What follows belongs to an exercise in optimizing a design on an open flow for small area, a short achievable clock period and few clock cycles per item; a production flow would make more cautious choices. Where RTL was checked, it was by simulation tests only, not by an equivalence proof against the original. No functional check of the RTL was part of run 4. Power and IR drop assume default switching activity.

--- design.v ---
module pha_engine (
    input  wire        clk,
    input  wire        rst,
    input  wire        cmd_valid,
    output wire        cmd_ready,
    input  wire [31:0] cmd,
    output wire        rsp_valid,
    output wire [1:0]  rsp_status,
    output wire [13:0] rsp_result,
    output wire [3:0]  rsp_bpe,
    output wire [8:0]  rsp_pal_len,
    output wire        mem_en,
    output reg         mem_we,
    output reg  [10:0] mem_addr,
    output reg  [63:0] mem_wdata,
    input  wire [63:0] mem_rdata
);
    localparam integer HB = 8;                      
    localparam [10:0]  CLR_LAST = 11'd1023 + (11'd1 << HB);
    localparam [10-HB:0] BKT = 1 << (10 - HB);      
    localparam [3:0] OP_INIT = 4'h1;
    localparam [3:0] OP_GET  = 4'h2;
    localparam [3:0] OP_SET  = 4'h3;
    localparam [3:0] OP_PEEK = 4'h4;
    localparam [1:0] ST_OK       = 2'd0;
    localparam [1:0] ST_ILLEGAL  = 2'd1;
    localparam [1:0] ST_REJECTED = 2'd2;
    localparam [2:0] S_CLR  = 3'd0;   
    localparam [2:0] S_IDLE = 3'd1;   
    localparam [2:0] S_SH   = 3'd2;   
    localparam [2:0] S_SR   = 3'd3;   
    localparam [2:0] S_SC   = 3'd4;   
    localparam [2:0] S_ACK  = 3'd5;   
    localparam [2:0] S_PR   = 3'd6;   
    reg [2:0]  state;
    reg [8:0]  pal_len;
    reg        direct;
    reg        fault;
    reg [1:0]  epoch;
    reg [10:0] ctr;       
    reg [13:0] vq;        
    reg        app;       
    reg        sw;        
    reg        t1;        
    reg        tq;        
    reg        t2;        
    reg        t_peek;
    reg [1:0]  t_slot;
    reg        rv;        
    reg [1:0]  rst_q;     
    wire [3:0]  op   = cmd[3:0];
    wire [1:0]  slot = cmd[5:4];
    wire [9:0]  cwrd = cmd[15:6];
    wire [13:0] v    = cmd[29:16];
    reg legal;
    always @(*) begin
        case (op)
            OP_INIT: legal = (cmd[31:4] == 28'd0);
            OP_GET:  legal = (cmd[31:16] == 16'd0);
            OP_SET:  legal = (cmd[31:30] == 2'd0);
            OP_PEEK: legal = (cmd[31:16] == 16'd0);
            default: legal = 1'b0;
        endcase
    end
    wire [15:0] t_sv  = mem_rdata[16*t_slot +: 16];
    wire        t_ok  = (t_sv[15:14] == epoch);
    wire [13:0] t_val = t_ok ? t_sv[13:0] : 14'd0;
    wire        t_np  = t1 & t_peek & ~direct & t_ok & (|t_sv[13:0]);
    wire        m0     = (mem_rdata[15:0]  == {epoch, vq});
    wire        m1     = (mem_rdata[47:32] == {epoch, vq});
    wire        b_hit  = m0 | m1;
    wire [7:0]  b_k    = m0 ? mem_rdata[23:16] : mem_rdata[55:48];
    wire        b_e0   = (mem_rdata[31:30] == epoch);    
    wire        b_full = b_e0 & (mem_rdata[63:62] == epoch);
    wire        pal_full = pal_len[8];
    wire        t2_miss  = t2 & ~b_hit & b_full;    
    wire [10:0] nxt_b    = {ctr[10:HB], ctr[HB-1:0] + 1'b1};
    wire        w_clr = (state == S_CLR);
    wire        w_bkt = (state == S_SH);
    reg  [3:0]  w_sel;
    always @(*) begin
        w_sel = 4'b1111;
        if (state == S_SC) w_sel = 4'b0001 << slot;
        if (w_bkt)         w_sel = b_e0 ? 4'b1100 : 4'b0011;
    end
    wire [1:0]  w_ep   = w_clr ? 2'b11 : epoch;
    wire [13:0] w_even = w_clr ? 14'd0 : vq;
    wire [13:0] w_odd  = w_clr ? 14'd0 : w_bkt ? {6'd0, pal_len[7:0]} : vq;
    integer g;
    always @(*) begin
        for (g = 0; g < 4; g = g + 1)
            mem_wdata[16*g +: 16] = w_sel[g] ? {w_ep, (g % 2 == 1) ? w_odd : w_even}
                                             : mem_rdata[16*g +: 16];
    end
    wire stall  = t_np | tq | t2_miss;
    wire go     = (state == S_IDLE) & cmd_valid & ~stall;
    wire is_set = (op == OP_SET);
    wire set_h  = ~direct & (|v);    
    assign cmd_ready = ((state == S_IDLE) & ~stall & ~is_set) |
                       (state == S_SC) | (state == S_ACK);
    assign mem_en = 1'b1;
    wire [10:0] a_cell = {1'b0, cwrd};
    wire        sh_cell = b_hit | (~b_full & pal_full);
    wire        sh_ins  = ~b_hit & ~b_full & ~pal_full;
    always @(*) begin
        mem_we   = 1'b0;
        mem_addr = a_cell;
        case (state)
            S_CLR: begin
                mem_we   = 1'b1;
                mem_addr = ctr;
            end
            S_IDLE: begin
                if (tq)
                    mem_addr = ctr;
                else if (is_set & set_h)
                    mem_addr = {BKT, v[HB-1:0]};
            end
            S_SH: begin
                mem_we = sh_ins;
                if (!sh_cell) mem_addr = ctr;
            end
            S_PR: mem_addr = ctr;
            S_SC: mem_we = 1'b1;
            default: ;
        endcase
    end
    assign rsp_valid   = rv | (t1 & ~t_np) | (t2 & ~t2_miss);
    assign rsp_status  = rst_q;
    assign rsp_result  = t1 ? t_val : (t2 & b_hit) ? {6'd0, b_k} : 14'd0;
    assign rsp_pal_len = pal_len;
    assign rsp_bpe     = direct          ? 4'd14 :
                         (pal_len > 128) ? 4'd8  :
                         (pal_len > 64)  ? 4'd7  :
                         (pal_len > 32)  ? 4'd6  :
                         (pal_len > 16)  ? 4'd5  : 4'd4;
    always @(posedge clk) begin
        rv <= 1'b0;
        t1 <= 1'b0;
        tq <= t_np | t2_miss;
        t2 <= tq;
        if (t_np) begin
            vq  <= t_sv[13:0];
            ctr <= {BKT, t_sv[HB-1:0]};
        end
        if (t2_miss)
            ctr <= nxt_b;
        if (rst) begin
            state   <= S_CLR;
            ctr     <= 11'd0;
            epoch   <= 2'd0;
            pal_len <= 9'd1;
            direct  <= 1'b0;
            fault   <= 1'b0;
            app     <= 1'b0;
            sw      <= 1'b0;
            tq      <= 1'b0;
            t2      <= 1'b0;
            rst_q   <= ST_OK;
        end else begin
            case (state)
                S_CLR: begin
                    ctr <= ctr + 11'd1;
                    if (ctr == CLR_LAST) state <= S_IDLE;
                end
                S_IDLE: begin
                    if (go) begin
                        rst_q <= ST_OK;
                        if (fault) begin
                            rv    <= ~is_set;
                            rst_q <= ST_REJECTED;
                            if (is_set) state <= S_ACK;
                        end else if (!legal) begin
                            rv    <= ~is_set;
                            rst_q <= ST_ILLEGAL;
                            fault <= 1'b1;
                            if (is_set) state <= S_ACK;
                        end else begin
                            case (op)
                                OP_INIT: begin
                                    rv      <= 1'b1;
                                    pal_len <= 9'd1;
                                    direct  <= 1'b0;
                                    epoch   <= epoch + 2'd1;
                                    if (epoch == 2'd2) begin
                                        epoch <= 2'd0;
                                        ctr   <= 11'd0;
                                        state <= S_CLR;
                                    end
                                end
                                OP_SET: begin
                                    vq    <= v;
                                    ctr   <= {BKT, v[HB-1:0]};
                                    state <= set_h ? S_SH : S_SC;
                                end
                                default: begin  
                                    t1     <= 1'b1;
                                    t_peek <= (op == OP_PEEK);
                                    t_slot <= slot;
                                end
                            endcase
                        end
                    end
                end
                S_SH: begin
                    if (b_hit) begin
                        state <= S_SC;
                    end else if (b_full) begin
                        ctr   <= nxt_b;
                        state <= S_PR;
                    end else if (pal_full) begin
                        sw    <= 1'b1;
                        state <= S_SC;
                    end else begin
                        app   <= 1'b1;
                        state <= S_SR;
                    end
                end
                S_SR: state <= S_SC;
                S_PR: state <= S_SH;
                S_SC: begin
                    rv    <= 1'b1;
                    app   <= 1'b0;
                    sw    <= 1'b0;
                    state <= S_IDLE;
                    if (app) pal_len <= pal_len + 9'd1;
                    if (sw) begin
                        direct  <= 1'b1;
                        pal_len <= 9'd0;
                    end
                end
                S_ACK: begin
                    rv    <= 1'b1;
                    state <= S_IDLE;
                end
                default: state <= S_IDLE;
            endcase
        end
    end
endmodule
--- flow/run.sh ---
#!/bin/bash
# The standard layout (standard.sh) with two changes:
#  - plain buf_1 cells as the port buffers;
#  - synthesis maps logic with yosys's own ABC script for liberty cells
#    (flow/my_synth.tcl) instead of ORFS's delay script. The registers,
#    the -nofsm -noshare synth, the flattening and the renaming are as in
#    synth_recipe.tcl.
# Each tool's output goes to the ORFS logs under orfs/logs; make's own
# output goes to standard.log.
set -o pipefail
here=$(pwd)
sed "s#SYNTH_SCRIPT=[^ ]*synth_recipe.tcl#SYNTH_SCRIPT=$here/flow/my_synth.tcl#" standard.sh > my_standard.sh
export BUFFER_PORTS_ARGS="-buffer_cell sky130_fd_sc_hd__buf_1"
export MY_ABC_D=3000
bash my_standard.sh > standard.log 2>&1
--- flow/my_synth.tcl ---
proc synth {args} { yosys synth -nofsm -noshare {*}$args }
# Technology mapping with the ABC script named by MY_ABC_SCRIPT (yosys's
# own script for liberty cells if unset) instead of ORFS's delay script,
# with a delay target of MY_ABC_D ps if set.
proc abc {args} {
  set i [lsearch -exact $args -script]
  if {$i >= 0} { set args [lreplace $args $i [expr {$i + 1}]] }
  set i [lsearch -exact $args -D]
  if {$i >= 0} { set args [lreplace $args $i [expr {$i + 1}]] }
  if {[info exists ::env(MY_ABC_D)] && $::env(MY_ABC_D) ne ""} { lappend args -D $::env(MY_ABC_D) }
  if {[info exists ::env(MY_ABC_SCRIPT)] && $::env(MY_ABC_SCRIPT) ne ""} { set args [linsert $args 0 -script $::env(MY_ABC_SCRIPT)] }
  yosys abc {*}$args
}
source $::env(SCRIPTS_DIR)/synth.tcl
# left out here: clear keep_hierarchy, flatten, clean up, hide names made inside functions, write 1_2_yosys.v
--- standard.sh ---
#!/bin/bash
# synth_recipe.tcl (not shown) runs the flow's synth.tcl, then flattens the netlist and writes it again
# the make line also repeats each setting of config.mk as NAME=value (left out here)
make -C /OpenROAD-flow-scripts/flow DESIGN_CONFIG=/design/flow/config.mk WORK_HOME=/design/flow/orfs CLKGATE_MAP_FILE= SYNTH_SCRIPT=/design/flow/synth_recipe.tcl "${@:-finish}"
--- config.mk ---
export PLATFORM = sky130hd
export DESIGN_NAME = pha_engine
export DESIGN_NICKNAME = pha_engine
export VERILOG_FILES = /design/flow/design.v
export SDC_FILE = /design/flow/constraint.sdc
export NUM_CORES = 4
export LEC_CHECK = 0
export CAP_MARGIN = 20
export CORE_MARGIN = 2
export CORE_UTILIZATION = 40
export CTS_BUF_LIST = sky130_fd_sc_hd__clkbuf_8
export PLACE_DENSITY = 0.6
export SLEW_MARGIN = 20
--- constraint.sdc ---
create_clock -name core_clock -period 28.0 [get_ports {clk}]
set_input_delay 5.6000 -clock core_clock [delete_from_list [all_inputs] [get_ports {clk}]]
set_output_delay 5.6000 -clock core_clock [all_outputs]
set_load 0.01 [all_outputs]
==> results.txt, run 1 <==
HPWL after DPL 17.7 mm; H-tree Lvls 2; largest net degree at the start of global routing 33; Post-synth EDFFs 3; Die X approximately 110 µm; Initial Util about 41%; Synth Net Count about 800; Final Cycle Share 51.5%; met1 GRT Util 44.0%; final setup violation count 0; CTS tree yes; R2R Setup Slk approximately 23000 ps; DR iter-0 viols ~560; number of vias per cell around 6.2; ys flop type dfxtp_1; GRT busiest layer met2; Setup CP Type input port to primary output; CTS clock-pin slew for the worst setup and hold paths roughly 100 ps; die area ~0.013 mm²; clock skew around 7.2 ps; Worst path slowest cell or3_1; CTS Sinks 52; DRC Markers 0; share of layout cells above drive strength 1 3.87%; Critical Path Stages 12; RSZ-0062 raised after global routing false; Ports 207; CP Capture Point mem_addr[4]; Sum Neg Setup Slack 0 ps; final wirelength 22.0 mm; Hold Vio Cnt, Final 0; Post-Syn Area 0.00491 mm²; CP Capture Type primary output; power per cell area 27.4 mW/mm²; first-pass GRT wire length around 33 mm; worst setup path start mem_rdata[13]; Max Cap Viol 0; outcome finished clean; FF-to-FF End ctr[9]$_SDFFE_PP0P_; Hold Buf Count CTS 0; Remaining Overflow, GRT 0; Worst path top cell family by delay simple AND/OR/NAND/NOR gates; Post-CTS Setup Bufs 0; routed vias 6391; nets 979; most frequent cells in the layout 205 x buf_1, 107 x o21ai_0, 103 x nand2_1; CTS resizes 0; synthesized instance count between 700 and 800; hold slack final 467 ps; worst stage delay on the critical path ~560 ps; number of global-route vias before repair 5975; ys async rst share 0%; routability congestion estimate 1.01; Filler Cells Inserted 1290; synth unique cells between 60 and 70; commonest non-fill, non-tap cell in the layout buf_1; CP max FO 11; Std-Cell Rows 40; R2R depth 10; die height 115 µm; warnings from Yosys 1; R2R Path Start t_slot[0]$_DFFE_PP_; fin crit period ~14000 ps; critical path cell sequence buf_1 > xor2_1 > nor4_1 > nand4_1 > or3_1 > nand2_1 > nor2_1 > o311ai_0 > nand2_1 > a222oi_1 > inv_1 > buf_1; Bufs and invs on worst path 3; area grow syn2layout 18.7%; # placed instances 1017; Longest Clk Path Bufs 2; arrival time of the worst setup path ~8800 ps; DRT antenna net count 0; drt pass-1 iters 6; slew margin rel. 33.2%; Skew-Pair Late Insertion Delay approximately 320 ps; Hold Path Class flip-flop to flip-flop; Avg Cell Area, Syn 6.98 µm²; Lkg Pwr 1.95 nW; non-filler cells, final 1025; highest clock rate 0.0694 GHz; root buf cell clkbuf_8; Total Routing Usage GR between 30 and 40%; Worst VDD drop approximately 0.019 mV; sequential share of the synthesized area 21.8%; WL/cell 21.4 µm; Worst Path Required approximately 22000 ps; Worst-Margin Slew about 990 ps; initial antenna violation count 0; Core ar. 0.0120 mm²; met3 Use GR 4.27%; CTS Buf Count 5; register bit total from synthesis 52; port bufs 205; startpoint types input port; ANT cells 0; met2 Track Usage GR 54.2%; Pins Over Slew Limit 0
synthesized netlist by cell type, types with 3 or more instances:
| master | instances | area share [%] |
|---|---|---|
| a21oi_1 | 44 | 4.5 |
| nand3_1 | 18 | 1.8 |
| dfxtp_1 | 49 | 20 |
| or4_1 | 4 | 0.61 |
| clkbuf_1 | 34 | 2.6 |
| nor2_1 | 71 | 5.4 |
| nand2b_1 | 7 | 0.89 |
| a222oi_1 | 7 | 1.4 |
| o22ai_1 | 5 | 0.64 |
| nor3_1 | 18 | 1.8 |
| or2_2 | 3 | 0.38 |
| xnor2_1 | 16 | 2.9 |
| and4_1 | 5 | 0.89 |
| mux4_2 | 15 | 6.9 |
| and3_1 | 15 | 1.9 |
| a31oi_1 | 7 | 0.89 |
| a22oi_1 | 9 | 1.4 |
| or3_1 | 6 | 0.77 |
| nor4b_1 | 4 | 0.71 |
| o31ai_1 | 8 | 1.2 |
| xor2_1 | 21 | 3.7 |
| a41oi_1 | 3 | 0.54 |
| o211ai_1 | 10 | 1.5 |
| edfxtp_1 | 3 | 1.8 |
| buf_1 | 4 | 0.31 |
| nand4_1 | 7 | 0.89 |
| inv_1 | 23 | 1.8 |
| and2_1 | 5 | 0.64 |
| o21ai_0 | 107 | 11 |
| mux2i_1 | 12 | 2.4 |
| nand2_1 | 103 | 7.9 |
| nor4_1 | 13 | 1.7 |
| o22a_1 | 6 | 1.1 |
| nor2b_1 | 3 | 0.38 |
| ha_1 | 3 | 0.77 |
stage by stage:
| step | setup slack, ps | area, µm² | total power (W) | utilization [%] |
|---|---|---|---|---|
| after floorplan | 14370 | 4910 | 0.0000981 | - |
| after global placement | 13760 | 5730 | 0.000117 | 47.7 |
| after detailed placement | 13600 | 5730 | 0.000117 | 47.7 |
| after CTS | 13590 | 5810 | 0.000160 | 48.4 |
| after global routing | 13260 | 5820 | 0.000167 | 48.5 |
| final | 13590 | 5820 | 0.000159 | 48.5 |
worst min-delay path, cell delays in order, from the launching register on:
cell     delay, ps
dfxtp_1        320
nand2_1         50
a21oi_1         50
area by class of cell:
| type | count | area (µm²) | share of cell area [%] |
|---|---|---|---|
| sequential | 52 | 1070 | 18.4 |
| multi-input combinational | 586 | 3600 | 61.8 |
| inverter | 23 | 86.3 | 1.48 |
| clock buffer | 5 | 68.8 | 1.18 |
| timing repair buffer | 209 | 800 | 13.7 |
| tap | 147 | 184 | 3.16 |
| clock inverter | 3 | 15.0 | 0.258 |
layer usage:
layer | wire [µm] | up-vias
met2 | 10400 | 351
met5 | 0 | -
met3 | 1790 | 37
li1 | - | 2939
met1 | 9240 | 3064
met4 | 521 | 0
sequential cells by signal (all words and copies together), names as in the netlist:
register  cells
t_slot        2
rst_q         2
ctr          11
direct        1
t2            1
tq            1
pal_len       9
state         3
epoch         2
sw            1
app           1
vq           14
t_peek        1
fault         1
rv            1
t1            1
power breakdown:
group | switching, W | internal [W]
Clock | 0.0000262 | 0.0000171
Combinational | 0.0000249 | 0.0000132
Sequential | 0.00000234 | 0.0000758
worst min-delay path by stage:
stage                          start                to  slack, ps  cells past startpoint
floorplan           app$_SDFFE_PP0P_  app$_SDFFE_PP0P_        430                      2
global placement    app$_SDFFE_PP0P_  app$_SDFFE_PP0P_        450                      2
detailed placement  app$_SDFFE_PP0P_  app$_SDFFE_PP0P_        450                      2
CTS                 app$_SDFFE_PP0P_  app$_SDFFE_PP0P_        470                      2
global route        app$_SDFFE_PP0P_  app$_SDFFE_PP0P_        480                      2
finish              app$_SDFFE_PP0P_  app$_SDFFE_PP0P_        470                      2
cells by family (layout without fill, tap and decap cells):
group                    after synthesis  count (layout)  synth area share (%)
AND/OR/NAND/NOR                      289             289                  28.1
XOR/XNOR                              37              37                  6.61
flip-flops                            52              52                  21.8
other                                  1               1                0.0764
adder cells (fa/ha/maj)                3               3                 0.765
AO/OA/AOI/OAI                        229             229                  28.1
buffers and inverters                 65             240                  5.18
multiplexers                          27              27                  9.33
Testbench counts, summed over its fixed seeds: cycles 72,301, cmds 28,816.
==> run 2: changes to the inputs <==
--- a/flow/run.sh
+++ b/flow/run.sh
@@ -12,4 +12,4 @@
 sed "s#SYNTH_SCRIPT=[^ ]*synth_recipe.tcl#SYNTH_SCRIPT=$here/flow/my_synth.tcl#" standard.sh > my_standard.sh
 export BUFFER_PORTS_ARGS="-buffer_cell sky130_fd_sc_hd__buf_1"
-export MY_ABC_D=3000
+export MY_ABC_D=2000
 bash my_standard.sh > standard.log 2>&1
==> results.txt, run 2 <==
Reg power frac 48.3% (was 49.0%); Std-Cell Rows 40 (unchanged); Filler Cells Inserted 1309 (was 1290); Bufs and invs on worst path 3 (unchanged); Hold Path Class flip-flop to flip-flop (unchanged); critical path cell sequence buf_1 > xor2_1 > nor4_1 > nand4_1 > or3_1 > nand2_1 > nor2_1 > o311ai_0 > nand2_1 > a222oi_1 > inv_1 > buf_1 (unchanged); Avg Cell Area, Syn 7.01 µm² (was 6.98 µm²); Clk pwr share 28.5% (was 27.1%); slew margin rel. 32.9% (was 33.2%); DR iter-0 viols 736 (was 559); worst stage delay on the critical path 570 ps (was 560 ps); CTS tree yes (unchanged); Worst Slack Setup Final 13690 ps (was 13590 ps); synthesized instance count 703 (unchanged); internal cell power 0.000109 W (was 0.000106 W); ys flop type dfxtp_1 (unchanged); Longest Clk Path Bufs 2 (unchanged); Hold Buf Count CTS 0 (unchanged); max reg flops 14 (unchanged); # placed instances 1016 (was 1017); final setup violation count 0 (unchanged); hold path depth 2 (unchanged); most frequent cells in the layout 205 x buf_1, 107 x o21ai_0, 103 x nand2_1 (unchanged); Total Routing Usage GR 31.3% (was 32.5%); H-tree Lvls 2 (unchanged); pre-CTS setup slack 13610 ps (was 13600 ps); first-pass GRT wire length 32.0 mm (was 33.2 mm); CTS resizes 0 (unchanged); HPWL after DPL 17.4 mm (was 17.7 mm); power per cell area 27.7 mW/mm² (was 27.4 mW/mm²); largest net degree at the start of global routing 33 (unchanged); hold slack final 478 ps (was 467 ps); ANT cells 0 (unchanged); drt pass-1 iters 6 (unchanged); CTS Buf Count 5 (unchanged); CP max FO 11 (unchanged); warnings from Yosys 1 (unchanged); combinational share of power 23.3% (was 23.9%); RSZ-0062 raised after global routing false (unchanged); DRT antenna net count 0 (unchanged); die height 115 µm (about the same); Critical Path Stages 12 (unchanged); ys async rst share 0% (unchanged); final wirelength 21.7 mm (was 22.0 mm); fin crit period 14310 ps (was 14410 ps); synth unique cells 64 (was 62); non-filler cells, final 1024 (was 1025); R2R depth 10 (unchanged); register bit total from synthesis 52 (unchanged); area grow syn2layout 18.5% (was 18.7%); routed vias 6357 (was 6391); commonest non-fill, non-tap cell in the layout buf_1 (unchanged); CP Capture Type primary output (unchanged); clock skew 6.65 ps (was 7.17 ps); Worst VDD drop 0.0223 mV (was 0.0192 mV); CTS Sinks 52 (unchanged); outcome finished clean (unchanged); Max Cap Viol 0 (unchanged); Post-Syn Area 0.00493 mm² (was 0.00491 mm²); Worst path top cell family by delay simple AND/OR/NAND/NOR gates (unchanged); Regs by FF count vq (14), ctr (11), pal_len (9) (unchanged); area share of the largest cell type after synthesis 19.9% (was 20.0%); Post-CTS Setup Bufs 0 (unchanged); sequential share of the synthesized area 21.7% (was 21.8%); initial antenna violation count 0 (unchanged); nets 978 (was 979); Worst-Margin Slew 1000 ps (was 995 ps); Pins Over Slew Limit 0 (unchanged); CTS clock-pin slew for the worst setup and hold paths 100 ps (about the same); Core ar. 0.0120 mm² (unchanged); Die X 115 µm (about the same); Biggest register vq (unchanged); Synth Net Count 805 (unchanged); Worst path slowest cell or3_1 (unchanged); WL/cell 21.2 µm (was 21.4 µm); routability congestion estimate 0.979 (was 1.01); root buf cell clkbuf_8 (unchanged); Ports 207 (unchanged); Skew-Pair Late Insertion Delay 320 ps (about the same); Setup CP Type input port to primary output (unchanged); post-route core utilization 48.7% (was 48.5%); arrival time of the worst setup path 8710 ps (was 8810 ps); Hold Vio Cnt, Final 0 (unchanged); Remaining Overflow, GRT 0 (unchanged); ranking of synthesized cells by area dfxtp_1 20%, o21ai_0 11%, nand2_1 7.8% (was dfxtp_1 20%, o21ai_0 11%, nand2_1 7.9%); Switching Fraction 32.8% (was 33.5%); port bufs 205 (unchanged); startpoint types input port (unchanged); DRC Markers 0 (unchanged); share of layout cells above drive strength 1 4.22% (was 3.87%); Post-synth EDFFs 3 (unchanged); largest area contributor in the netlist dfxtp_1 (unchanged); highest clock rate 0.0699 GHz (was 0.0694 GHz); Lkg Pwr 1.96 nW (was 1.95 nW); number of global-route vias before repair 5648 (was 5975); Final Cycle Share 51.1% (was 51.5%); sw power 0.0000531 W (was 0.0000534 W); Worst Path Required 22400 ps (about the same); most frequent cell after synthesis o21ai_0 (unchanged); Sum Neg Setup Slack 0 ps (unchanged); Initial Util 41.1% (was 40.8%); top cells by count, synth 107 x o21ai_0, 103 x nand2_1, 71 x nor2_1, 49 x dfxtp_1, 44 x a21oi_1 (unchanged); die area 0.0132 mm² (about the same); number of vias per cell 6.21 (was 6.24)
-- run 2: power by group through the flow --
stage / clock, W / combinational [W] / sequential (W)
2_1_floorplan: 0 / 0.0000195 / 0.0000787
3_3_place_gp: 0 / 0.0000366 / 0.0000798
3_5_place_dp: 0 / 0.0000365 / 0.0000797
4_1_cts: 0.0000468 / 0.0000368 / 0.0000780
5_1_grt: 0.0000486 / 0.0000404 / 0.0000783
6_report: 0.0000461 / 0.0000377 / 0.0000781
-- run 2: path summary, 6_finish.rpt --
check	from	endpoint	slack [ps]
max reg2reg	t_slot[0]$_DFFE_PP_	ctr[9]$_SDFFE_PP0P_	23410
max	mem_rdata[13]	mem_addr[3]	13690
min	app$_SDFFE_PP0P_	app$_SDFFE_PP0P_	480
min reg2reg	app$_SDFFE_PP0P_	app$_SDFFE_PP0P_	480
-- run 2: layout make-up --
type	instances	area, µm²	share of cell area (%)
Clock buffer	6	82.6	1.41
Clock inverter	2	11.3	0.193
Inverter	23	86.3	1.48
Tap cell	147	184	3.15
Multi-Input combinational cell	586	3620	61.9
Timing Repair Buffer	208	792	13.5
Sequential cell	52	1070	18.3
-- run 2: cell families (layout without fill, tap and decap cells) --
| kind of cell | after synthesis | count (layout) | synth area share [%] |
|---|---|---|---|
| xor+xnor | 37 | 37 | 6.57 |
| flops | 52 | 52 | 21.7 |
| buf+inv | 65 | 239 | 5.23 |
| fa+ha+maj | 3 | 3 | 0.761 |
| other cells | 1 | 1 | 0.0760 |
| compound gates | 229 | 229 | 28.1 |
| mux | 27 | 27 | 9.29 |
| simple gates | 289 | 289 | 28.3 |
-- run 2: layer usage --
| metal | track usage [%] | wire, µm | vias up |
|---|---|---|---|
| met5 | 0 | 0 | - |
| met4 | 10.8 | 683 | 0 |
| met3 | 4.32 | 2060 | 41 |
| met2 | 51.6 | 9850 | 410 |
| met1 | 42.2 | 9110 | 2968 |
| li1 | - | - | 2938 |
-- run 2: tightest hold or removal path: cells and delay by family, from the launching register on --
family	cells	cell delay (ps)
flip-flops	1	330
AO/OA/AOI/OAI	1	60
AND/OR/NAND/NOR	1	50
-- run 2: through the flow --
| step | power, W | instance area, µm² |
|---|---|---|
| finish | 0.000162 | 5850 |
| global route | 0.000167 | 5850 |
| CTS | 0.000162 | 5840 |
| detailed placement | 0.000116 | 5740 |
| global placement | 0.000116 | 5740 |
| floorplan | 0.0000982 | 4930 |
==> run 3: changes to the inputs <==
--- a/flow/run.sh
+++ b/flow/run.sh
@@ -12,4 +12,4 @@
 sed "s#SYNTH_SCRIPT=[^ ]*synth_recipe.tcl#SYNTH_SCRIPT=$here/flow/my_synth.tcl#" standard.sh > my_standard.sh
 export BUFFER_PORTS_ARGS="-buffer_cell sky130_fd_sc_hd__buf_1"
-export MY_ABC_D=2000
+export MY_ABC_D=3000
 bash my_standard.sh > standard.log 2>&1
--- a/config.mk
+++ b/config.mk
@@ -9,5 +9,4 @@
 export CORE_MARGIN = 2
 export CORE_UTILIZATION = 40
-export CTS_BUF_LIST = sky130_fd_sc_hd__clkbuf_8
 export PLACE_DENSITY = 0.6
 export SLEW_MARGIN = 20
==> results.txt, run 3 <==
Post-CTS Setup Bufs 0 (unchanged); Regs by FF count vq (14), ctr (11), pal_len (9) (unchanged); Filler Cells Inserted 1283 (was 1309); Die X 115 µm (about the same); warnings from Yosys 1 (unchanged); first-pass GRT wire length 33.2 mm (was 32.0 mm); slew margin rel. 30.9% (was 32.9%); largest area contributor in the netlist dfxtp_1 (unchanged); CTS resizes 0 (unchanged); Core ar. 0.0120 mm² (unchanged); Hold Path Class flip-flop to flip-flop (unchanged); CTS Sinks 52 (unchanged); routability congestion estimate 1.01 (was 0.979); HPWL after DPL 17.7 mm (was 17.4 mm); Worst path top cell family by delay simple AND/OR/NAND/NOR gates (unchanged); ANT cells 0 (unchanged); DRC Markers 0 (unchanged); Post-Synth Adder-Cell Area 0.765% (was 0.761%); Total Routing Usage GR 32.6% (was 31.3%); WL/cell 21.4 µm (was 21.2 µm); Longest Clk Path Bufs 2 (unchanged); RSZ-0062 raised after global routing false (unchanged); CTS tree yes (unchanged); drt pass-1 iters 5 (was 6); arrival time of the worst setup path 8830 ps (was 8710 ps); Final Cycle Share 51.5% (was 51.1%); synthesized instance count 703 (unchanged); Ports 207 (unchanged); dpl cell area 0.00573 mm² (was 0.00574 mm²); Hold Buf Count CTS 0 (unchanged); Max Cap Viol 0 (unchanged); initial antenna violation count 0 (unchanged); number of global-route vias before repair 5973 (was 5648); ranking of synthesized cells by area dfxtp_1 20%, o21ai_0 11%, nand2_1 7.9% (was dfxtp_1 20%, o21ai_0 11%, nand2_1 7.8%); # placed instances 1017 (was 1016); CP Capture Type primary output (unchanged); Compound-Gate Fraction of Synth Area 28.1% (about the same); critical path cell sequence buf_1 > xor2_1 > nor4_1 > nand4_1 > or3_1 > nand2_1 > nor2_1 > o311ai_0 > nand2_1 > a222oi_1 > inv_1 > buf_1 (unchanged); Synth Net Count 805 (unchanged); Sum Neg Setup Slack 0 ps (unchanged); Lkg Pwr 1.98 nW (was 1.96 nW); H-tree Lvls 2 (unchanged); nets 979 (was 978); port bufs 205 (unchanged); Post-synth EDFFs 3 (unchanged); Power, Total 0.000177 W (was 0.000162 W); Avg Cell Area, Syn 6.98 µm² (was 7.01 µm²); Bufs and invs on worst path 3 (unchanged); clock skew 4.61 ps (was 6.65 ps); xor/xnor share of the synthesized area 6.61% (was 6.57%); top cells by count, synth 107 x o21ai_0, 103 x nand2_1, 71 x nor2_1, 49 x dfxtp_1, 44 x a21oi_1 (unchanged); Pins Over Slew Limit 0 (unchanged); power per cell area 30.2 mW/mm² (was 27.7 mW/mm²); most frequent cell after synthesis o21ai_0 (unchanged); Setup CP Type input port to primary output (unchanged); Initial Util 40.8% (was 41.1%); Std-Cell Rows 40 (unchanged); Biggest register vq (unchanged); worst stage delay on the critical path 560 ps (was 570 ps); Worst path slowest cell or3_1 (unchanged); combinational family with the most area after synthesis simple AND/OR/NAND/NOR gates (unchanged); die height 115 µm (about the same); ys async rst share 0% (unchanged); largest net degree at the start of global routing 33 (unchanged); final instance area 0.00588 mm² (was 0.00585 mm²); Hold Vio Cnt, Final 0 (unchanged); sequential share of the synthesized area 21.8% (was 21.7%); fin crit period 14430 ps (was 14310 ps); CTS clock-pin slew for the worst setup and hold paths 70 ps (was 100 ps); final setup violation count 0 (unchanged); CTS Buf Count 5 (unchanged); ys flop type dfxtp_1 (unchanged); non-filler cells, final 1025 (was 1024); Post-Syn Area 0.00491 mm² (was 0.00493 mm²); share of layout cells above drive strength 1 3.87% (was 4.22%); simple-gate portion of the synthesized area 28.1% (was 28.3%); max reg flops 14 (unchanged); DRT antenna net count 0 (unchanged); most frequent cells in the layout 205 x buf_1, 107 x o21ai_0, 103 x nand2_1 (unchanged); DR iter-0 viols 464 (was 736); mux cell area share after synthesis 9.33% (was 9.29%); die area 0.0132 mm² (about the same); area grow syn2layout 19.8% (was 18.5%); Worst-Margin Slew 1030 ps (was 1000 ps); root buf cell clkbuf_16 (was clkbuf_8); number of vias per cell 6.24 (was 6.21); commonest non-fill, non-tap cell in the layout buf_1 (unchanged); register bit total from synthesis 52 (unchanged); final wirelength 21.9 mm (was 21.7 mm); synth unique cells 62 (was 64); CP max FO 11 (unchanged); Skew-Pair Late Insertion Delay 300 ps (was 320 ps); Remaining Overflow, GRT 0 (unchanged); routed vias 6392 (was 6357); Worst VDD drop 0.0275 mV (was 0.0223 mV); area share of the largest cell type after synthesis 20.0% (was 19.9%); outcome finished clean (unchanged); Worst Path Required 22400 ps (about the same); startpoint types input port (unchanged); highest clock rate 0.0693 GHz (was 0.0699 GHz)
-- run 3: layout make-up --
| class | count | area, µm² | area share [%] |
|---|---|---|---|
| multi-input combinational | 586 | 3600 | 61.2 |
| sequential | 52 | 1070 | 18.2 |
| timing repair buffer | 209 | 800 | 13.6 |
| tap | 147 | 184 | 3.13 |
| clock buffer | 6 | 129 | 2.19 |
| inverter | 23 | 86.3 | 1.47 |
| clock inverter | 2 | 11.3 | 0.192 |
-- run 3: metrics by stage --
stage	worst slack, ps	hold slack (ps)	util [%]
2_1_floorplan	14370	433	-
3_3_place_gp	13760	447	47.7
3_5_place_dp	13600	452	47.7
4_1_cts	13590	462	48.9
5_1_grt	13260	477	48.9
6_report	13570	466	48.9
-- run 3: path summary, 6_finish.rpt --
kind	start	to	slack [ps]	cells after the start
hold reg to reg	app$_SDFFE_PP0P_	app$_SDFFE_PP0P_	470	2
setup reg to reg	t_slot[0]$_DFFE_PP_	ctr[9]$_SDFFE_PP0P_	23170	10
hold / removal	app$_SDFFE_PP0P_	app$_SDFFE_PP0P_	470	2
setup / recovery	mem_rdata[13]	mem_addr[4]	13570	12
-- run 3: power by group --
part	internal, W	switching (W)
Clock	0.0000329	0.0000282
Sequential	0.0000758	0.00000235
Combinational	0.0000132	0.0000249
Total	0.000122	0.0000555
-- run 3: kinds of logic after synthesis --
logic type | after synthesis
AND/OR/NAND/NOR | 289
other | 1
AO/OA/AOI/OAI | 229
flip-flops | 52
XOR/XNOR | 37
buffers and inverters | 65
adder cells (fa/ha/maj) | 3
multiplexers | 27
-- run 3: worst min-delay path, cell delays in order, from the launching register on --
cell and delay (ps):
dfxtp_1 310, nand2_1 60, a21oi_1 50
-- run 3: per-layer routing --
metal	GRT usage [%]	vias up	share of wire [%]
li1	-	2937	-
met1	44.0	3066	42
met2	53.9	350	47
met3	4.38	39	8.4
met4	11.0	0	2.5
met5	0	-	0
==> run 4: changes to the inputs <==
--- a/design.v
+++ b/design.v
@@ -103,30 +103,17 @@
     wire        sh_cell = b_hit | (~b_full & pal_full);
     wire        sh_ins  = ~b_hit & ~b_full & ~pal_full;
-    always @(*) begin
-        mem_we   = 1'b0;
-        mem_addr = a_cell;
-        case (state)
-            S_CLR: begin
-                mem_we   = 1'b1;
-                mem_addr = ctr;
-            end
-            S_IDLE: begin
-                if (tq)
-                    mem_addr = ctr;
-                else if (is_set & set_h)
-                    mem_addr = {BKT, v[HB-1:0]};
-            end
-            S_SH: begin
-                mem_we = sh_ins;
-                if (!sh_cell) mem_addr = ctr;
-            end
-            S_PR: mem_addr = ctr;
-            S_SC: mem_we = 1'b1;
-            default: ;
-        endcase
+    wire st_idle = (state == S_IDLE);
+    wire st_sh   = (state == S_SH);
+    wire ctr_fix = (state == S_CLR) | (state == S_PR) | (st_idle & tq);
+    wire use_ctr = ctr_fix | (st_sh & ~sh_cell);
+    wire use_vb  = st_idle & ~tq & is_set & set_h;
+    wire [10:0] a_nc = use_vb ? {BKT, v[HB-1:0]} : a_cell;
+    always @(*) begin
+        mem_addr = use_ctr ? ctr : a_nc;
+        mem_we   = (state == S_CLR) | (state == S_SC) | (st_sh & sh_ins);
     end
     assign rsp_valid   = rv | (t1 & ~t_np) | (t2 & ~t2_miss);
     assign rsp_status  = rst_q;
-    assign rsp_result  = t1 ? t_val : (t2 & b_hit) ? {6'd0, b_k} : 14'd0;
+    assign rsp_result  = t1 ? t_val : t2 ? {6'd0, b_k} : 14'd0;
     assign rsp_pal_len = pal_len;
     assign rsp_bpe     = direct          ? 4'd14 :
--- a/config.mk
+++ b/config.mk
@@ -9,4 +9,5 @@
 export CORE_MARGIN = 2
 export CORE_UTILIZATION = 40
+export CTS_BUF_LIST = sky130_fd_sc_hd__clkbuf_8
 export PLACE_DENSITY = 0.6
 export SLEW_MARGIN = 20
==> results.txt, run 4 <==
Lkg Pwr 2.13 nW (was 1.98 nW); Ports 207 (unchanged); largest net degree at the start of global routing 33 (unchanged); root buf cell clkbuf_8 (was clkbuf_16); number of global-route vias before repair 5773 (was 5973); RSZ-0062 raised after global routing false (unchanged); ys async rst share 0% (unchanged); Remaining Overflow, GRT 0 (unchanged); synthesized instance count 729 (was 703); first-pass GRT wire length 32.2 mm (was 33.2 mm); register bit total from synthesis 52 (unchanged); nets 1007 (was 979); synth unique cells 63 (was 62); Avg Cell Area, Syn 6.88 µm² (was 6.98 µm²); drt pass-1 iters 7 (was 5); Worst Path Required 22400 ps (about the same); Hold Buf Count CTS 0 (unchanged); warnings from Yosys 1 (unchanged); Post-Syn Area 0.00502 mm² (was 0.00491 mm²); highest clock rate 0.0699 GHz (was 0.0693 GHz); DRC Markers 0 (unchanged); most frequent cell after synthesis nand2_1 (was o21ai_0); ranking of synthesized cells by area dfxtp_1 20%, o21ai_0 9.6%, nand2_1 8.2% (was dfxtp_1 20%, o21ai_0 11%, nand2_1 7.9%); most frequent cells in the layout 205 x buf_1, 109 x nand2_1, 95 x o21ai_0 (was 205 x buf_1, 107 x o21ai_0, 103 x nand2_1); Longest Clk Path Bufs 2 (unchanged); Core ar. 0.0121 mm² (was 0.0120 mm²); routed vias 6328 (was 6392); Regs by FF count vq (14), ctr (11), pal_len (9) (unchanged); commonest non-fill, non-tap cell in the layout buf_1 (unchanged); Worst Slack Setup Final 13700 ps (was 13570 ps); ys flop type dfxtp_1 (unchanged); ANT cells 0 (unchanged); final setup violation count 0 (unchanged); CTS resizes 0 (unchanged); Post-synth EDFFs 3 (unchanged); Hold Path Class flip-flop to flip-flop (unchanged); Worst VDD drop 0.0263 mV (was 0.0275 mV); HPWL after DPL 17.3 mm (was 17.7 mm); Final Cycle Share 51.1% (was 51.5%); DRT antenna net count 0 (unchanged); die height 116 µm (was 115 µm); port bufs 205 (unchanged); top cells by count, synth 109 x nand2_1, 96 x o21ai_0, 80 x nor2_1, 60 x a21oi_1, 49 x dfxtp_1 (was 107 x o21ai_0, 103 x nand2_1, 71 x nor2_1, 49 x dfxtp_1, 44 x a21oi_1); CP max FO 21 (was 11); number of vias per cell 5.89 (was 6.24); Synth Net Count 831 (was 805); Worst-Margin Slew 990 ps (was 1030 ps); pre-CTS setup slack 13500 ps (was 13600 ps); WL/cell 20.2 µm (was 21.4 µm); CP Capture Type primary output (unchanged); die area 0.0135 mm² (was 0.0132 mm²); final wirelength 21.7 mm (was 21.9 mm); Biggest register vq (unchanged); largest area contributor in the netlist dfxtp_1 (unchanged); clock skew 8.80 ps (was 4.61 ps); Die X 116 µm (was 115 µm); routability congestion estimate 1.01 (about the same); initial antenna violation count 0 (unchanged); slew margin rel. 33.5% (was 30.9%); Total Routing Usage GR 31.2% (was 32.6%); Initial Util 41.4% (was 40.8%); CTS clock-pin slew for the worst setup and hold paths 100 ps (was 70 ps); Sum Neg Setup Slack 0 ps (unchanged); Max Cap Viol 0 (unchanged); area grow syn2layout 21.6% (was 19.8%); CTS tree yes (unchanged); fin crit period 14300 ps (was 14430 ps); Pins Over Slew Limit 0 (unchanged); H-tree Lvls 2 (unchanged); startpoint types input port (unchanged); Hold Vio Cnt, Final 0 (unchanged); arrival time of the worst setup path 8700 ps (was 8830 ps); Post-CTS Setup Bufs 0 (unchanged); power per cell area 28.0 mW/mm² (was 30.2 mW/mm²); Skew-Pair Late Insertion Delay 310 ps (was 300 ps); DR iter-0 viols 537 (was 464); outcome finished clean (unchanged); share of layout cells above drive strength 1 5.30% (was 3.87%); Std-Cell Rows 40 (unchanged); CTS Sinks 52 (unchanged); sequential share of the synthesized area 21.3% (was 21.8%); Setup CP Type input port to primary output (unchanged); CTS Buf Count 5 (unchanged); area share of the largest cell type after synthesis 19.6% (was 20.0%); max reg flops 14 (unchanged)
run 4: cell types whose count changed in the layout (fill, tap and decap cells not counted), sizes merged, moves of 5 or more:
cell / before / now
a21oi: 45 / 60
nand2: 103 / 109
o22a: 6 / 0
a22oi: 9 / 2
o22ai: 5 / 10
nor2: 71 / 80
nor2b: 3 / 12
mux2i: 12 / 23
a222oi: 7 / 0
o21ai: 108 / 98
run 4: cells by family after synthesis:
| group | after synthesis | share of synthesized area, % |
|---|---|---|
| AND/OR/NAND/NOR | 306 | 28.7 |
| AO/OA/AOI/OAI | 220 | 25.6 |
| buffers and inverters | 71 | 5.76 |
| flip-flops | 52 | 21.3 |
| XOR/XNOR | 38 | 6.63 |
| multiplexers | 38 | 11.1 |
| adder cells (fa/ha/maj) | 3 | 0.748 |
| other | 1 | 0.0747 |
run 4: worst paths after layout:
check	cells after the start	slack (ps)	start	endpoint
hold / removal	2	480	app$_SDFFE_PP0P_	app$_SDFFE_PP0P_
setup / recovery	12	13700	mem_rdata[10]	mem_addr[2]
hold reg to reg	2	480	app$_SDFFE_PP0P_	app$_SDFFE_PP0P_
setup reg to reg	13	23510	t_slot[0]$_DFFE_PP_	pal_len[8]$_SDFFE_PP0P_
run 4: metal layers:
layer	vias to the layer above	GRT usage (%)	part of all wire [%]
li1	2962	-	-
met1	2962	39.7	40
met2	362	54.9	49
met3	42	4.55	8.5
met4	0	8.81	2.6
met5	-	0	0
run 4: critical path, cell delays in order:
cell and delay (ps):
buf_1 120, nor2b_1 150, a2111oi_0 540, nand4_1 190, nor4_1 200, buf_4 230
or3_1 200, o21ai_1 270, a211oi_4 750, nor2_1 80, a21oi_1 190, buf_1 170
run 4: per-stage QoR:
step / hold WS, ps / utilization, % / instances / power [W] / cell area, µm²
floorplan: 436 / - / 729 / 0.0000864 / 5020
global placement: 453 / 48.6 / 1065 / 0.0000998 / 5890
detailed placement: 458 / 48.6 / 1065 / 0.0000999 / 5890
CTS: 478 / 49.9 / 1073 / 0.000171 / 6050
global route: 529 / 50.4 / 1074 / 0.000177 / 6100
finish: 483 / 50.4 / 1074 / 0.000171 / 6100
run 4: report_power, final:
part / internal (W) / total [W] / switching (W)
sequential: 0.0000749 / 0.0000756 / 0.000000690
combinational: 0.00000862 / 0.0000237 / 0.0000150
clock: 0.0000447 / 0.0000719 / 0.0000272
total: 0.000128 / 0.000171 / 0.0000429
run 4: layout make-up:
type	count	area, µm²
Clock inverter	3	90.1
Inverter	27	101
Sequential cell	52	1070
Multi-Input combinational cell	606	3720
Tap cell	168	210
Fill cell	1323	6010
Timing Repair Buffer	213	837
Clock buffer	5	68.8
==> run 5: changes to the inputs <==
--- a/design.v
+++ b/design.v
@@ -33,4 +33,5 @@
     localparam [2:0] S_ACK  = 3'd5;   
     localparam [2:0] S_PR   = 3'd6;   
+    localparam [2:0] S_SCN  = 3'd7;   
     reg [2:0]  state;
     reg [8:0]  pal_len;
@@ -40,6 +41,4 @@
     reg [10:0] ctr;       
     reg [13:0] vq;        
-    reg        app;       
-    reg        sw;        
     reg        t1;        
     reg        tq;        
@@ -77,9 +76,10 @@
     wire [10:0] nxt_b    = {ctr[10:HB], ctr[HB-1:0] + 1'b1};
     wire        w_clr = (state == S_CLR);
+    wire        st_sc = (state == S_SC) | (state == S_SCN);
     wire        w_bkt = (state == S_SH);
     reg  [3:0]  w_sel;
     always @(*) begin
         w_sel = 4'b1111;
-        if (state == S_SC) w_sel = 4'b0001 << slot;
+        if (st_sc) w_sel = 4'b0001 << slot;
         if (w_bkt)         w_sel = b_e0 ? 4'b1100 : 4'b0011;
     end
@@ -98,22 +98,35 @@
     wire set_h  = ~direct & (|v);    
     assign cmd_ready = ((state == S_IDLE) & ~stall & ~is_set) |
-                       (state == S_SC) | (state == S_ACK);
+                       st_sc | (state == S_ACK);
     assign mem_en = 1'b1;
     wire [10:0] a_cell = {1'b0, cwrd};
-    wire        sh_cell = b_hit | (~b_full & pal_full);
-    wire        sh_ins  = ~b_hit & ~b_full & ~pal_full;
-    wire st_idle = (state == S_IDLE);
-    wire st_sh   = (state == S_SH);
-    wire ctr_fix = (state == S_CLR) | (state == S_PR) | (st_idle & tq);
-    wire use_ctr = ctr_fix | (st_sh & ~sh_cell);
-    wire use_vb  = st_idle & ~tq & is_set & set_h;
-    wire [10:0] a_nc = use_vb ? {BKT, v[HB-1:0]} : a_cell;
-    always @(*) begin
-        mem_addr = use_ctr ? ctr : a_nc;
-        mem_we   = (state == S_CLR) | (state == S_SC) | (st_sh & sh_ins);
+    wire        sh_cell = b_hit;
+    wire        sh_ins  = ~b_hit & ~b_full;
+    always @(*) begin
+        mem_we   = 1'b0;
+        mem_addr = a_cell;
+        case (state)
+            S_CLR: begin
+                mem_we   = 1'b1;
+                mem_addr = ctr;
+            end
+            S_IDLE: begin
+                if (tq)
+                    mem_addr = ctr;
+                else if (is_set & set_h)
+                    mem_addr = {BKT, v[HB-1:0]};
+            end
+            S_SH: begin
+                mem_we = sh_ins;
+                if (!sh_cell) mem_addr = ctr;
+            end
+            S_PR: mem_addr = ctr;
+            S_SC, S_SCN: mem_we = 1'b1;
+            default: ;
+        endcase
     end
     assign rsp_valid   = rv | (t1 & ~t_np) | (t2 & ~t2_miss);
     assign rsp_status  = rst_q;
-    assign rsp_result  = t1 ? t_val : t2 ? {6'd0, b_k} : 14'd0;
+    assign rsp_result  = t1 ? t_val : (t2 & b_hit) ? {6'd0, b_k} : 14'd0;
     assign rsp_pal_len = pal_len;
     assign rsp_bpe     = direct          ? 4'd14 :
@@ -140,6 +153,4 @@
             direct  <= 1'b0;
             fault   <= 1'b0;
-            app     <= 1'b0;
-            sw      <= 1'b0;
             tq      <= 1'b0;
             t2      <= 1'b0;
@@ -196,23 +207,22 @@
                         ctr   <= nxt_b;
                         state <= S_PR;
-                    end else if (pal_full) begin
-                        sw    <= 1'b1;
-                        state <= S_SC;
                     end else begin
-                        app   <= 1'b1;
                         state <= S_SR;
                     end
                 end
-                S_SR: state <= S_SC;
+                S_SR: state <= S_SCN;
                 S_PR: state <= S_SH;
                 S_SC: begin
                     rv    <= 1'b1;
-                    app   <= 1'b0;
-                    sw    <= 1'b0;
                     state <= S_IDLE;
-                    if (app) pal_len <= pal_len + 9'd1;
-                    if (sw) begin
+                end
+                S_SCN: begin
+                    rv    <= 1'b1;
+                    state <= S_IDLE;
+                    if (pal_full) begin
                         direct  <= 1'b1;
                         pal_len <= 9'd0;
+                    end else begin
+                        pal_len <= pal_len + 9'd1;
                     end
                 end
==> flow/run.sh (replaced) <==
#!/bin/bash
# The standard layout (standard.sh) with two changes:
#  - plain buf_1 cells as the port buffers;
#  - synthesis maps logic with an ABC script of our own
#    (flow/abc_map.script: yosys's default liberty mapping followed by
#    ABC's buffering and gate sizing, run by flow/my_synth.tcl) instead
#    of ORFS's delay script. The registers, the -nofsm -noshare synth,
#    the flattening and the renaming are as in synth_recipe.tcl.
# Each tool's output goes to the ORFS logs under orfs/logs; make's own
# output goes to standard.log.
set -o pipefail
here=$(pwd)
sed "s#SYNTH_SCRIPT=[^ ]*synth_recipe.tcl#SYNTH_SCRIPT=$here/flow/my_synth.tcl#" standard.sh > my_standard.sh
export BUFFER_PORTS_ARGS="-buffer_cell sky130_fd_sc_hd__buf_1"
export MY_ABC_D=3000
bash my_standard.sh > standard.log 2>&1
==> results.txt, run 5 <==
outcome finished clean (unchanged); die height 114 µm (was 116 µm); Std-Cell Rows 40 (unchanged); routed wl met2 10.1 mm (was 10.6 mm); Metal-1 WL 8.46 mm (was 8.67 mm); hold path depth 1 (was 2); number of global-route vias before repair 5533 (was 5773); clock skew 9.94 ps (was 8.80 ps); Worst Path Required 22400 ps (about the same); Sum Neg Setup Slack 0 ps (unchanged); R2R Setup Slk 23270 ps (was 23510 ps); DRC Markers 0 (unchanged); critical path cell sequence buf_1 > mux4_2 > or4_1 > nor4_1 > nor4bb_4 > nand2b_1 > o41ai_1 > buf_1 (was buf_1 > nor2b_1 > a2111oi_0 > nand4_1 > nor4_1 > buf_4 > or3_1 > o21ai_1 > a211oi_4 > nor2_1 > a21oi_1 > buf_1); Biggest register vq (unchanged); Total Routing Usage GR 30.9% (was 31.2%); warnings from Yosys 1 (unchanged); ys async rst share 0% (unchanged); internal cell power 0.000119 W (was 0.000128 W); Remaining Overflow, GRT 0 (unchanged); worst stage delay on the critical path 540 ps (was 750 ps); HPWL after DPL 16.6 mm (was 17.3 mm); die area 0.0129 mm² (was 0.0135 mm²); routability congestion estimate 0.965 (was 1.01); CP Capture Type primary output (unchanged); WL/cell 20.7 µm (was 20.2 µm); Reg power frac 41.3% (was 44.2%); CTS Sinks 50 (was 52); share of layout cells above drive strength 1 4.30% (was 5.30%); HP Start rst_q[0]$_SDFFE_PP0P_ (was app$_SDFFE_PP0P_); Initial Util 40.6% (was 41.4%); Synth Net Count 784 (was 831); port bufs 205 (unchanged); Switching Fraction 36.3% (was 25.1%); DRT antenna net count 0 (unchanged); critical path's most frequent cell buf_1 (unchanged); number of vias per cell 6.03 (was 5.89); Pins Over Slew Limit 0 (unchanged); Setup CP Type input port to primary output (unchanged); most frequent cells in the layout 205 x buf_1, 128 x nand2_1, 101 x o21ai_0 (was 205 x buf_1, 109 x nand2_1, 95 x o21ai_0); metal3 WL 1.61 mm (was 1.85 mm); power per cell area 32.2 mW/mm² (was 28.0 mW/mm²); drt pass-1 iters 7 (unchanged); commonest non-fill, non-tap cell in the layout buf_1 (unchanged); most frequent cell after synthesis nand2_1 (unchanged); Post-Syn Area 0.00482 mm² (was 0.00502 mm²); ranking of synthesized cells by area dfxtp_1 20%, o21ai_0 11%, nand2_1 10% (was dfxtp_1 20%, o21ai_0 9.6%, nand2_1 8.2%); CTS Buf Count 5 (unchanged); H-tree Lvls 2 (unchanged); CTS resizes 0 (unchanged); Ports 207 (unchanged); RSZ-0062 raised after global routing false (unchanged); Worst VDD drop 0.0235 mV (was 0.0263 mV); R2R Path Start t_slot[0]$_DFFE_PP_ (unchanged); Core ar. 0.0119 mm² (was 0.0121 mm²); nets 962 (was 1007); largest net degree at the start of global routing 33 (unchanged); register bit total from synthesis 50 (was 52); CTS clock-pin slew for the worst setup and hold paths 90 ps (was 100 ps); highest clock rate 0.0716 GHz (was 0.0699 GHz); Hold Buf Count CTS 0 (unchanged); synth unique cells 57 (was 63); Bufs and invs on worst path 2 (was 3); top cells by count, synth 128 x nand2_1, 103 x o21ai_0, 58 x nor2_1, 47 x dfxtp_1, 32 x a21oi_1 (was 109 x nand2_1, 96 x o21ai_0, 80 x nor2_1, 60 x a21oi_1, 49 x dfxtp_1); hold endpoint rst_q[0]$_SDFFE_PP0P_ (was app$_SDFFE_PP0P_); sw power 0.0000680 W (was 0.0000429 W); Skew-Pair Late Insertion Delay 320 ps (was 310 ps); Max Used Layer met4 (unchanged); Lkg Pwr 2.04 nW (was 2.13 nW); largest area contributor in the netlist dfxtp_1 (unchanged); non-filler cells, final 1008 (was 1074); routed vias 6077 (was 6328); Hold Path Class flip-flop to flip-flop (unchanged); CP max FO 10 (was 21); Max Cap Viol 0 (unchanged); max reg flops 14 (unchanged); Worst path slowest cell or4_1 (was a211oi_4); sequential share of the synthesized area 21.4% (was 21.3%); Seq. cell area 0.00103 mm² (was 0.00107 mm²); Critical Path Stages 8 (was 12); combinational share of power 31.3% (was 13.8%); ANT cells 0 (unchanged); first-pass GRT wire length 31.0 mm (was 32.2 mm); arrival time of the worst setup path 8360 ps (was 8700 ps); area grow syn2layout 20.7% (was 21.6%); area share of the largest cell type after synthesis 19.5% (was 19.6%); Clk pwr share 27.4% (was 42.0%); Multi-input gate area 0.00362 mm² (was 0.00372 mm²); Final Cycle Share 49.8% (was 51.1%); Post-synth EDFFs 3 (unchanged); Longest Clk Path Bufs 2 (unchanged); Worst path top cell family by delay simple AND/OR/NAND/NOR gates (was compound AO/OA/AOI/OAI gates); Filler Cells Inserted 1271 (was 1323); final setup violation count 0 (unchanged); ys flop type dfxtp_1 (unchanged); root buf cell clkbuf_8 (unchanged); slew margin rel. 29.2% (was 33.5%); initial antenna violation count 0 (unchanged); # placed instances 1000 (was 1065); DR iter-0 viols 507 (was 537); R2R depth 9 (was 13); CTS tree yes (unchanged); Worst-Margin Slew 1050 ps (was 990 ps); FF-to-FF End ctr[7]$_SDFF_PP0_ (was pal_len[8]$_SDFFE_PP0P_); fin crit period 13960 ps (was 14300 ps); synthesized instance count 682 (was 729); Avg Cell Area, Syn 7.07 µm² (was 6.88 µm²); final wirelength 20.9 mm (was 21.7 mm); startpoint types input port (unchanged); Die X 114 µm (was 116 µm); Post-CTS Setup Bufs 0 (unchanged); Regs by FF count vq (14), ctr (11), pal_len (9) (unchanged); Hold Vio Cnt, Final 0 (unchanged)
-- run 5: final cells by class --
cell class,instances,share of cell area (%)
Clock buffer,8,1.89
Tap cell,147,3.16
Timing Repair Buffer,211,14.0
Sequential cell,50,17.7
Multi-Input combinational cell,576,62.2
Inverter,16,1.03
-- run 5: power by group through the flow --
stage	Combinational, W	Clock (W)	Sequential [W]
floorplan	0.0000328	0	0.0000781
global placement	0.0000568	0	0.0000789
detailed placement	0.0000572	0	0.0000789
CTS	0.0000576	0.0000519	0.0000773
global route	0.0000636	0.0000542	0.0000779
finish	0.0000587	0.0000513	0.0000774
-- run 5: worst register-to-register path, stage by stage, from the launching register on --
cell,delay (ps)
edfxtp_1,880
mux4_2,480
or4_1,540
nor4_1,530
nor4bb_4,100
buf_4,270
nand4b_1,470
nor3_1,980
a22oi_1,220
a21oi_1,200
-- run 5: through the flow --
step	hold slack, ps	cell area [µm²]	util [%]	power, W	setup WS (ps)
2_1_floorplan	487	4820	-	0.000111	14410
5_1_grt	568	5820	49.1	0.000196	13810
3_5_place_dp	510	5690	48.0	0.000136	14040
3_3_place_gp	493	5690	47.9	0.000136	14200
4_1_cts	542	5800	48.9	0.000187	14050
6_report	534	5820	49.1	0.000187	14040
-- run 5: per-layer routing --
| layer | up-vias | track usage, % |
|---|---|---|
| met5 | - | 0 |
| met4 | 0 | 11.6 |
| met3 | 50 | 4.46 |
| met2 | 286 | 52.6 |
| met1 | 2879 | 39.7 |
| li1 | 2862 | - |
-- run 5: worst max-delay path by stage --
stage	startpoint	endpoint	slack, ps
after floorplan	mem_rdata[50]	cmd_ready	14410
after global placement	mem_rdata[8]	cmd_ready	14200
after detailed placement	mem_rdata[34]	cmd_ready	14040
after CTS	mem_rdata[34]	cmd_ready	14050
after global routing	mem_rdata[34]	cmd_ready	13810
final	mem_rdata[2]	cmd_ready	14040
-- run 5: logic make-up (layout without fill, tap and decap cells) --
kind of cell             after synthesis  count (layout)  share of synthesized area, %
AND/OR/NAND/NOR                      284             284                          27.5
AO/OA/AOI/OAI                        211             211                          26.8
buffers and inverters                 56             235                          4.62
flip-flops                            50              50                          21.4
XOR/XNOR                              41              41                          7.45
multiplexers                          36              36                          11.4
adder cells (fa/ha/maj)                3               3                         0.779
other                                  1               1                        0.0778
Testbench counts of run 5, summed over its fixed seeds: cycles 72,309, cmds 28,816.
==> run 6: changes to the inputs <==
--- a/flow/run.sh
+++ b/flow/run.sh
@@ -13,4 +13,4 @@
 sed "s#SYNTH_SCRIPT=[^ ]*synth_recipe.tcl#SYNTH_SCRIPT=$here/flow/my_synth.tcl#" standard.sh > my_standard.sh
 export BUFFER_PORTS_ARGS="-buffer_cell sky130_fd_sc_hd__buf_1"
-export MY_ABC_D=3000
+export MY_ABC_D=2000
 bash my_standard.sh > standard.log 2>&1
==> results.txt, run 6 <==
outcome finished clean (unchanged); warnings from Yosys 1 (unchanged); FF-to-FF End ctr[8]$_SDFFE_PP0P_ (was ctr[7]$_SDFF_PP0_); DRC Markers 0 (unchanged); Final Cycle Share 50.5% (was 49.8%); Filler Cells Inserted 1265 (was 1271); first-pass GRT wire length 30.7 mm (was 31.0 mm); worst stage delay on the critical path 640 ps (was 540 ps); largest net degree at the start of global routing 33 (unchanged); Hold Path Class flip-flop to flip-flop (unchanged); internal cell power 0.000133 W (was 0.000119 W); met1 GRT Util 38.6% (was 39.7%); CTS resizes 0 (unchanged); Bufs and invs on worst path 2 (unchanged); CTS tree yes (unchanged); sequential share of the synthesized area 21.2% (was 21.4%); Setup CP Type input port to primary output (unchanged); dpl cell area 0.00572 mm² (was 0.00569 mm²); arrival time of the worst setup path 8530 ps (was 8360 ps); Max Cap Viol 0 (unchanged); Power, Total 0.000202 W (was 0.000187 W); synthesized instance count 682 (unchanged); combinational share of power 29.3% (was 31.3%); final instance area 0.00587 mm² (was 0.00582 mm²); routability congestion estimate 0.950 (was 0.965); highest clock rate 0.0708 GHz (was 0.0716 GHz); number of global-route vias before repair 5529 (was 5533); Clk pwr share 32.3% (was 27.4%); Pins Over Slew Limit 0 (unchanged); fin crit period 14130 ps (was 13960 ps); synth unique cells 58 (was 57); HP Start rst_q[0]$_SDFFE_PP0P_ (unchanged); Sum Neg Setup Slack 0 ps (unchanged); die area 0.0130 mm² (was 0.0129 mm²); drt pass-1 iters 6 (was 7); Std-Cell Rows 40 (unchanged); most frequent cell after synthesis nand2_1 (unchanged); RSZ-0062 raised after global routing false (unchanged); initial antenna violation count 0 (unchanged); area share of the largest cell type after synthesis 19.4% (was 19.5%); HPWL after DPL 16.5 mm (was 16.6 mm); die height 114 µm (about the same); Multi-input gate area 0.00363 mm² (was 0.00362 mm²); top cells by count, synth 128 x nand2_1, 103 x o21ai_0, 58 x nor2_1, 47 x dfxtp_1, 32 x a21oi_1 (unchanged); critical path cell sequence buf_1 > xor2_1 > nor4_1 > nand4_1 > or3_1 > nand4_1 > nand2b_1 > o41ai_1 > buf_1 (was buf_1 > mux4_2 > or4_1 > nor4_1 > nor4bb_4 > nand2b_1 > o41ai_1 > buf_1); WL/cell 20.8 µm (was 20.7 µm); root buf cell clkbuf_8 (unchanged); CP Capture Type primary output (unchanged); R2R depth 10 (was 9); sw power 0.0000689 W (was 0.0000680 W); Hold Buf Count CTS 0 (unchanged); Longest Clk Path Bufs 2 (unchanged); Reg power frac 38.4% (was 41.3%); Ports 207 (unchanged); Core ar. 0.0119 mm² (about the same); Worst Path Required 22400 ps (about the same); R2R Setup Slk 23780 ps (was 23270 ps); R2R Path Start t_slot[1]$_DFFE_PP_ (was t_slot[0]$_DFFE_PP_); Biggest register vq (unchanged); Initial Util 40.7% (was 40.6%); Hold Vio Cnt, Final 0 (unchanged); Remaining Overflow, GRT 0 (unchanged); Switching Fraction 34.2% (was 36.3%); number of vias per cell 6.06 (was 6.03); Total Routing Usage GR 30.6% (was 30.9%); DR iter-0 viols 524 (was 507); area grow syn2layout 21.0% (was 20.7%); ys async rst share 0% (unchanged); final setup violation count 0 (unchanged); Worst path top cell family by delay simple AND/OR/NAND/NOR gates (unchanged); CP max FO 12 (was 10); Worst VDD drop 0.0195 mV (was 0.0235 mV); Post-Syn Area 0.00485 mm² (was 0.00482 mm²); DRT antenna net count 0 (unchanged); met3 Use GR 3.65% (was 4.46%); GRT busiest layer met2 (unchanged); most frequent cells in the layout 205 x buf_1, 128 x nand2_1, 101 x o21ai_0 (unchanged); clock skew 9.83 ps (was 9.94 ps); post-route core utilization 49.3% (was 49.1%); met2 Track Usage GR 53.3% (was 52.6%); routed vias 6112 (was 6077); startpoint types input port (unchanged); Post-CTS Setup Bufs 0 (unchanged); Lkg Pwr 2.08 nW (was 2.04 nW); worst setup path start mem_rdata[8] (was mem_rdata[2]); CTS Sinks 50 (unchanged); Skew-Pair Late Insertion Delay 320 ps (about the same); hold path depth 1 (unchanged); largest area contributor in the netlist dfxtp_1 (unchanged); CTS clock-pin slew for the worst setup and hold paths 90 ps (about the same); Seq. cell area 0.00103 mm² (unchanged); Synth Net Count 784 (unchanged); share of layout cells above drive strength 1 4.64% (was 4.30%); ranking of synthesized cells by area dfxtp_1 19%, o21ai_0 11%, nand2_1 9.9% (was dfxtp_1 20%, o21ai_0 11%, nand2_1 10%); Die X 114 µm (about the same); Worst-Margin Slew 951 ps (was 1050 ps); port bufs 205 (unchanged); slew margin rel. 36.6% (was 29.2%); H-tree Lvls 2 (unchanged); CTS Buf Count 5 (unchanged); ys flop type dfxtp_1 (unchanged); register bit total from synthesis 50 (unchanged); max reg flops 14 (unchanged); final wirelength 20.9 mm (about the same); Regs by FF count vq (14), ctr (11), pal_len (9) (unchanged); Post-synth EDFFs 3 (unchanged); ANT cells 0 (unchanged); Worst path slowest cell or3_1 (was or4_1); hold endpoint rst_q[0]$_SDFFE_PP0P_ (unchanged); Avg Cell Area, Syn 7.12 µm² (was 7.07 µm²); power per cell area 34.3 mW/mm² (was 32.2 mW/mm²); nets 963 (was 962); commonest non-fill, non-tap cell in the layout buf_1 (unchanged)
run 6: changes by cell type in the layout (fill, tap and decap cells not counted), sizes merged:
| cell | before | now |
|---|---|---|
| buf | 211 | 212 |
| bufinv | 0 | 2 |
| clkbuf | 8 | 6 |
run 6: cells by family after synthesis:
family                     share of synthesized area [%]
and+or+nand+nor                                     27.9
AOI/OAI and AO/OA                                   26.6
buffers and inverters                               4.69
DFF                                                 21.2
xor gates and xnor gates                            7.40
muxes                                               11.3
adders and majority gates                          0.773
other                                             0.0773
run 6: worst max-delay path by stage:
stage | endpoint | slack [ps] | cells past startpoint
6_report | cmd_ready | 13870 | 9
5_1_grt | cmd_ready | 13670 | 9
4_1_cts | cmd_ready | 13910 | 9
3_5_place_dp | cmd_ready | 13930 | 9
3_3_place_gp | cmd_ready | 14100 | 9
2_1_floorplan | cmd_ready | 14530 | 8
run 6: final cells by class:
class,count,area share [%]
multi-input combinational,576,61.9
sequential,50,17.6
timing repair buffer,212,14.0
tap,147,3.13
clock buffer,6,1.41
clock inverter,2,1.02
inverter,16,1.02
run 6: power by group through the flow:
stage	combinational (W)	clock [W]	sequential (W)
4_1_cts	0.0000580	0.0000664	0.0000773
3_5_place_dp	0.0000576	0	0.0000789
5_1_grt	0.0000636	0.0000690	0.0000777
6_report	0.0000590	0.0000650	0.0000775
2_1_floorplan	0.0000333	0	0.0000781
3_3_place_gp	0.0000573	0	0.0000789
run 6: metrics by stage:
step	cells	hold WS [ps]	setup WS, ps
after floorplan	682	487	14530
after global placement	1001	494	14100
after detailed placement	1001	513	13930
after CTS	1009	538	13910
after global routing	1009	561	13670
final	1009	534	13870
run 6: layer usage:
layer	vias up	wire (µm)
met3	45	1540
li1	2857	-
met4	0	652
met5	-	0
met1	2908	8470
met2	302	10300

separate check: timing with driven ports:
The results above use ideal ports. As a check the final layouts listed here were re-extracted and re-timed, cells and wires unchanged. Step 1: set_driving_cell puts a clkbuf_16 on clk and a buf_2 on each other input, an assumption about the parent block. Step 2 also shifts input and output timing later by t, the mid clock arrival at the registers, as if the neighbouring blocks saw the same clock. Three values: no drivers, after step 1, after step 2; two values: the first two.
| run | t (ns) | setup slack, ns | worst data-port slew with drivers (ns) |
|---|---|---|---|
| run 1 | 0.347 | 13.588 / 13.568 / 13.568 | 0.04 |
| run 2 | 0.346 | 13.686 / 13.664 / 13.664 | 0.04 |
| run 3 | 0.335 | 13.571 / 13.552 / 13.552 | 0.04 |
| run 4 | 0.342 | 13.704 / 13.683 / 13.683 | 0.06 |
| run 5 | 0.345 | 14.043 / 14.015 / 14.015 | 0.06 |
| run 6 | 0.349 | 13.869 / 13.847 / 13.847 | 0.06 |
After both steps setup and hold are still met in every run listed. For run 5, which loses most, drivers alone change the setup slack by -0.028 ns; drivers and shift together by -0.028 ns.
